Source: an optimization exercise on an open RTL-to-GDS flow (aim: small area). Production flows keep margins and buffers that such runs may drop.
Function was checked by simulation only, so behaviour that the tests miss may differ from the original.
The clock port is modelled as an ideal driver; clocking choices that lean on that would not hold on a real chip.
Power figures rest on the tool's default switching activity, not on a simulated workload.

## trial 57
Design piacom_rch, start of the top module:
module piacom_rch (
    input  wire        clk,
    input  wire        rst_n,
    input  wire        op_valid,
    input  wire [31:0] op_word,
    output wire        op_ready,
    output wire [2:0]  fault,
    output reg         started,
    input  wire        sw_n,
    output wire        sw_pullup,
    output reg         rst_out,
    output reg         rst_oe,
    output reg         tclk,
    output reg         tclk_oe,
    output reg         stb,
    output reg         stb_oe,
    input  wire        rdy,
    output reg         rtr,
    output reg         rtr_oe,
    input  wire        da,
    output reg         exp_init,
    output reg         exp_req,
    output reg         exp_we,
    output reg         exp_dev,
    output reg  [1:0]  exp_reg,
    output reg  [7:0]  exp_wdata,
    input  wire        exp_ack,
    input  wire [7:0]  exp_rdata,
    output reg         ser_init,
    input  wire        rx_avail,
    input  wire [7:0]  rx_data,
    output reg         rx_pop,
    output reg         tx_valid,
    output reg  [7:0]  tx_data,
    input  wire        tx_ready,
    output reg         have,
    output reg  [7:0]  rxb
);
    localparam [2:0]  F_ILLEGAL    = 3'd1;
    localparam [2:0]  F_RESERVED   = 3'd2;
    localparam [2:0]  F_NOTSTARTED = 3'd3;
    localparam [2:0]  F_RESTARTED  = 3'd4;
    localparam [2:0]  F_CLKRECONF  = 3'd5;
    localparam [4:0]
        M_IDLE      = 5'd0,
        M_SA        = 5'd17,    
        M_SB        = 5'd2,    
        M_CLKINIT   = 5'd18,
        M_SVC_AVAIL = 5'd4,
        M_SVC_POP   = 5'd5,
        M_KEY_STB0  = 5'd6,
  ...
Size: about 490 cells after synthesis, roughly 110 I/O pins, roughly 0.0037 sq mm of cells after synthesis.
export LEC_CHECK = 0
export CAP_MARGIN = 20
export CORE_MARGIN = 2
export CORE_UTILIZATION = 70
export GPL_TIMING_DRIVEN = 0
export PLACE_DENSITY = 0.8
export SLEW_MARGIN = 20
create_clock -name core_clock -period 10.0 [get_ports {clk}]
standard.sh (not shown) runs the stock make flow with config.mk's settings and CLKGATE_MAP_FILE= SYNTH_SCRIPT=/design/flow/synth_recipe.tcl, a recipe that flattens the netlist after the stock synthesis.
==> flow/flow/run.sh <==
#!/bin/bash
# Layout flow: the standard synthesis, then its logic (not its
# flip-flops) re-mapped for area with Yosys/ABC, then the standard ORFS
# layout with the smallest buffer on each port and a clock tree of small
# buffers.  Each tool's output goes to a log file in the work folder.
set -euo pipefail
WORK=$(pwd)
R=$WORK/orfs/results/$FLOW_PLATFORM/piacom_rch/base
LIB=$FLOW_HOME/platforms/$FLOW_PLATFORM/lib/sky130_fd_sc_hd__tt_025C_1v80.lib
YOSYS=$(command -v yosys || echo "$FLOW_HOME/../tools/install/yosys/bin/yosys")

export BUFFER_PORTS_ARGS="-buffer_cell sky130_fd_sc_hd__buf_1"
export CTS_ARGS="-sink_clustering_enable -repair_clock_nets -buf_list sky130_fd_sc_hd__clkbuf_4 -dont_use_dummy_load"
export POST_CTS_TCL="$WORK/flow/post_cts.tcl"

# 1. standard synthesis
bash standard.sh synth > "$WORK/synth.log" 2>&1

# 2. re-map the logic, keeping flip-flops and tie cells as they are; each
#    candidate must be proven equal to the standard netlist, the smallest
#    one is kept (the standard netlist if none is)
STD=$R/1_2_yosys_std.v
cp "$R/1_2_yosys.v" "$STD"
DONT_USE=$(grep -o 'cell ("sky130_fd_sc_hd__[a-z0-9_]*")' "$LIB" | grep -E 'lpflow|probe' | sed 's/cell ("//; s/")//' | tr '\n' ' ')
KEEP=$(grep -o 'sky130_fd_sc_hd__[a-z0-9_]*' "$STD" | sort -u | grep -E '__(e?df|sdf|dl|conb)' | tr '\n' ' ')
best=""; best_area=""
for s in area area2 area3 area4 area5 area6; do
  cand=$R/1_2_yosys_$s.v
  if LIB="$LIB" DONT_USE="$DONT_USE" NETLIST="$STD" TOP="$FLOW_TOP" KEEP_CELLS="$KEEP" \
       ABC_SCRIPT="$WORK/flow/$s.abc" OUT="$cand" \
       "$YOSYS" -c "$WORK/flow/remap.tcl" > "$WORK/remap_$s.log" 2>&1 &&
     python3 "$WORK/flow/qnames.py" "$STD" "$cand" > "$WORK/qnames_$s.log" 2>&1 &&
     LIB="$LIB" GOLD="$STD" GATE="$cand" TOP="$FLOW_TOP" \
       "$YOSYS" -c "$WORK/flow/check.tcl" > "$WORK/check_$s.log" 2>&1; then
    a=$(grep 'Chip area for module' "$WORK/remap_$s.log" | tail -1 | awk '{print $NF}')
    echo "$s: proven equal, area $a" >> "$WORK/remap_choice.log"
    if [[ -z "$best" ]] || awk -v a="$a" -v b="$best_area" 'BEGIN{exit !(a<b)}'; then
      best=$cand; best_area=$a
    fi
  else
    echo "$s: refused" >> "$WORK/remap_choice.log"
  fi
done
if [[ -n "$best" ]]; then
  cp "$best" "$R/1_2_yosys.v"
  echo "using $best ($best_area)" >> "$WORK/remap_choice.log"
  rm -f "$R/1_synth.odb" "$R/1_synth.sdc"
else
  echo "using the standard netlist" >> "$WORK/remap_choice.log"
fi

# 3. layout from the chosen netlist
bash standard.sh > "$WORK/layout.log" 2>&1
Other scripts of this flow, unchanged in this note and not shown: flow/flow/area.abc, flow/flow/area2.abc, flow/flow/area3.abc, flow/flow/area4.abc, flow/flow/area5.abc, flow/flow/area6.abc, flow/flow/check.tcl, flow/flow/post_cts.tcl, flow/flow/qnames.py, flow/flow/remap.tcl
Inputs modified between trial 57 and trial 82:
diff --git a/flow/design.v b/flow/design.v
--- a/flow/design.v
+++ b/flow/design.v
@@ -40,29 +40,29 @@
     localparam [2:0]  F_RESERVED   = 3'd2;
     localparam [2:0]  F_NOTSTARTED = 3'd3;
     localparam [2:0]  F_RESTARTED  = 3'd4;
     localparam [2:0]  F_CLKRECONF  = 3'd5;
     localparam [4:0]
         M_IDLE      = 5'd0,
-        M_SA        = 5'd17,    
+        M_SA        = 5'd1,    
         M_SB        = 5'd2,    
-        M_CLKINIT   = 5'd18,
+        M_CLKINIT   = 5'd3,
         M_SVC_AVAIL = 5'd4,
         M_SVC_POP   = 5'd5,
         M_KEY_STB0  = 5'd6,
         M_KEY_MAP   = 5'd7,
         M_KEY_WR    = 5'd8,
         M_KEY_1     = 5'd14,    
         M_KEY_2     = 5'd10,   
         M_VID_RTR   = 5'd11,
-        M_VID_W     = 5'd1,   
+        M_VID_W     = 5'd12,   
         M_VID_RD    = 5'd9,
         M_VID_RTR0  = 5'd15,
-        M_EMIT      = 5'd12,
-        M_EMIT_LF   = 5'd22,
-        M_EMIT_B    = 5'd3,
+        M_EMIT      = 5'd16,
+        M_EMIT_LF   = 5'd17,
+        M_EMIT_B    = 5'd18,
         M_OPDONE    = 5'd19;
     localparam [1:0]
         I_IDLE   = 2'd0,
         I_SAMPLE = 2'd1,
         I_HOLD   = 2'd2,
         I_EXIT   = 2'd3;
@@ -186,32 +186,27 @@
     assign tx_nb[4] = ~(tx_data[4] | tx_data[3] | tx_data[2]);
     assign tx_nb[3] = (tx_data[6] | tx_data[2]) & ~(tx_data[6] & tx_data[3]);
     assign tx_nb[2] = (tx_data[6] & tx_data[0] & ~tx_data[3]) | tx_data[5];
     assign tx_nb[1] = tx_data[0] & ~(tx_data[3] & tx_data[6]);
     assign tx_nb[0] = tx_data[4] | (tx_data[3] & tx_data[6]);
     wire tx_banner_last = tx_data[1] & ~tx_data[2];
-    wire       sel_imm = (mstate == M_IDLE);
-    wire       sel_rx  = (mstate == M_SVC_AVAIL);
-    wire       sel_rd  = (mstate == M_VID_RD) & exp_req & exp_ack;
-    wire       t_load  = ((mstate == M_KEY_1) & !stb) | ((mstate == M_KEY_2) & stb) |
-                         (mstate == M_VID_RTR);
-    wire       t_run   = main_run & (((mstate == M_KEY_1) & stb) | ((mstate == M_KEY_2) & !stb) |
-                                     (mstate == M_VID_W));
-    wire       keep_hi = !(sel_imm | sel_rx | sel_rd);
-    wire       keep_lo = keep_hi & !t_load & !t_run;
-    wire [7:0] b_in    = ({8{sel_imm}} & d_imm[7:0]) |
-                         ({8{sel_rx}}  & rx_data) |
-                         ({8{sel_rd}}  & {1'b0, exp_rdata[6:0]});
-    wire [1:0] c_op;
-    assign c_op[0] = d_vidsvc | d_service | (d_keyxfer & (d_imm[15:8] == 8'd0));
-    assign c_op[1] = d_vidsvc | d_service | (d_keyxfer & (d_imm[15:8] == 8'd2));
-    always @(posedge clk) begin
-        b[7:5] <= b_in[7:5] | ({3{keep_hi}} & b[7:5]);
-        b[4:0] <= b_in[4:0] | ({5{t_load}} & T_SEED) | ({5{t_run}} & t_step) |
-                  ({5{keep_lo}} & b[4:0]);
-        c      <= ({2{sel_imm}} & c_op) | ({2{mstate != M_IDLE}} & c);
+    always @(posedge clk) begin
+        case (mstate)
+            M_IDLE: begin
+                c[0] <= d_vidsvc | d_service | (d_keyxfer & (d_imm[15:8] == 8'd0));
+                c[1] <= d_vidsvc | d_service | (d_keyxfer & (d_imm[15:8] == 8'd2));
+                b    <= d_imm[7:0];
+            end
+            M_SVC_AVAIL: b <= rx_data;
+            M_KEY_1:     if (!stb) b[4:0] <= T_SEED; else if (main_run) b[4:0] <= t_step;
+            M_KEY_2:     if (stb)  b[4:0] <= T_SEED; else if (main_run) b[4:0] <= t_step;
+            M_VID_RTR:   b[4:0] <= T_SEED;
+            M_VID_W:     if (main_run) b[4:0] <= t_step;
+            M_VID_RD:    if (exp_req && exp_ack) b <= {1'b0, exp_rdata[6:0]};
+            default: ;
+        endcase
     end
     always @(posedge clk) begin
         if (!rst_n) begin
             mstate     <= M_IDLE;
             started    <= 1'b0;
             clk_run    <= 1'b0;
--- outcome ---
First-pass detailed-route iteration total (higher): trial 82. Across both runs, cell-internal power was higher for trial 82 than for trial 57. Going from trial 57 to trial 82, met2 wirelength from detailed routing grows by 2.6%. Between trial 82 and trial 57, the total power after layout is lower for trial 57. Changes observed in trial 82 relative to trial 57: post-synth net total increased 3, final design utilization increased 0.61 points, buffer count excluding the clock tree in the final layout increased 1. Going from trial 57 to trial 82, post-synthesis instance area went up; global-route total usage across every layer went down by 2.2 points; part of the total power dissipated in the clock network lost 1.0 points. The number of buffer cells added on primary ports of trial 82 and that of trial 57 are within noise of each other. Of trial 82 and trial 57, the run reporting the lower maximum fanout along the worst path was trial 57. Having completed the whole flow, trial 57 delivered a layout that passed the timing, DRC and antenna checks. Having completed the whole flow, trial 82 delivered a layout that passed the timing, DRC and antenna checks.

re-timing with driven ports:
Ports are ideal in the flow. The routed layouts listed here were re-timed in OpenROAD. Step 1, drivers: a clkbuf_16 drives clk and a buf_2 each remaining input, both assumed. Step 2, shift: input delay + t, output delay - t, t = (earliest + latest rising clock arrival at the registers) / 2. This alone moves slack from input paths to output paths. Three values: no drivers, after step 1, after step 2; two values: the first two.
run | shift t [ns] | setup WS [ns] | clock arrival spread, ns | worst slew at a driven data input, ns
trial 57 | 0.386 | 5.724 / 5.693 / 6.068 | 0.025 / 0.025 | 0.04
trial 82 | 0.374 | 6.042 / 6.014 / 6.127 | 0.018 / 0.018 | 0.04
After both steps setup and hold are still met in every run listed.
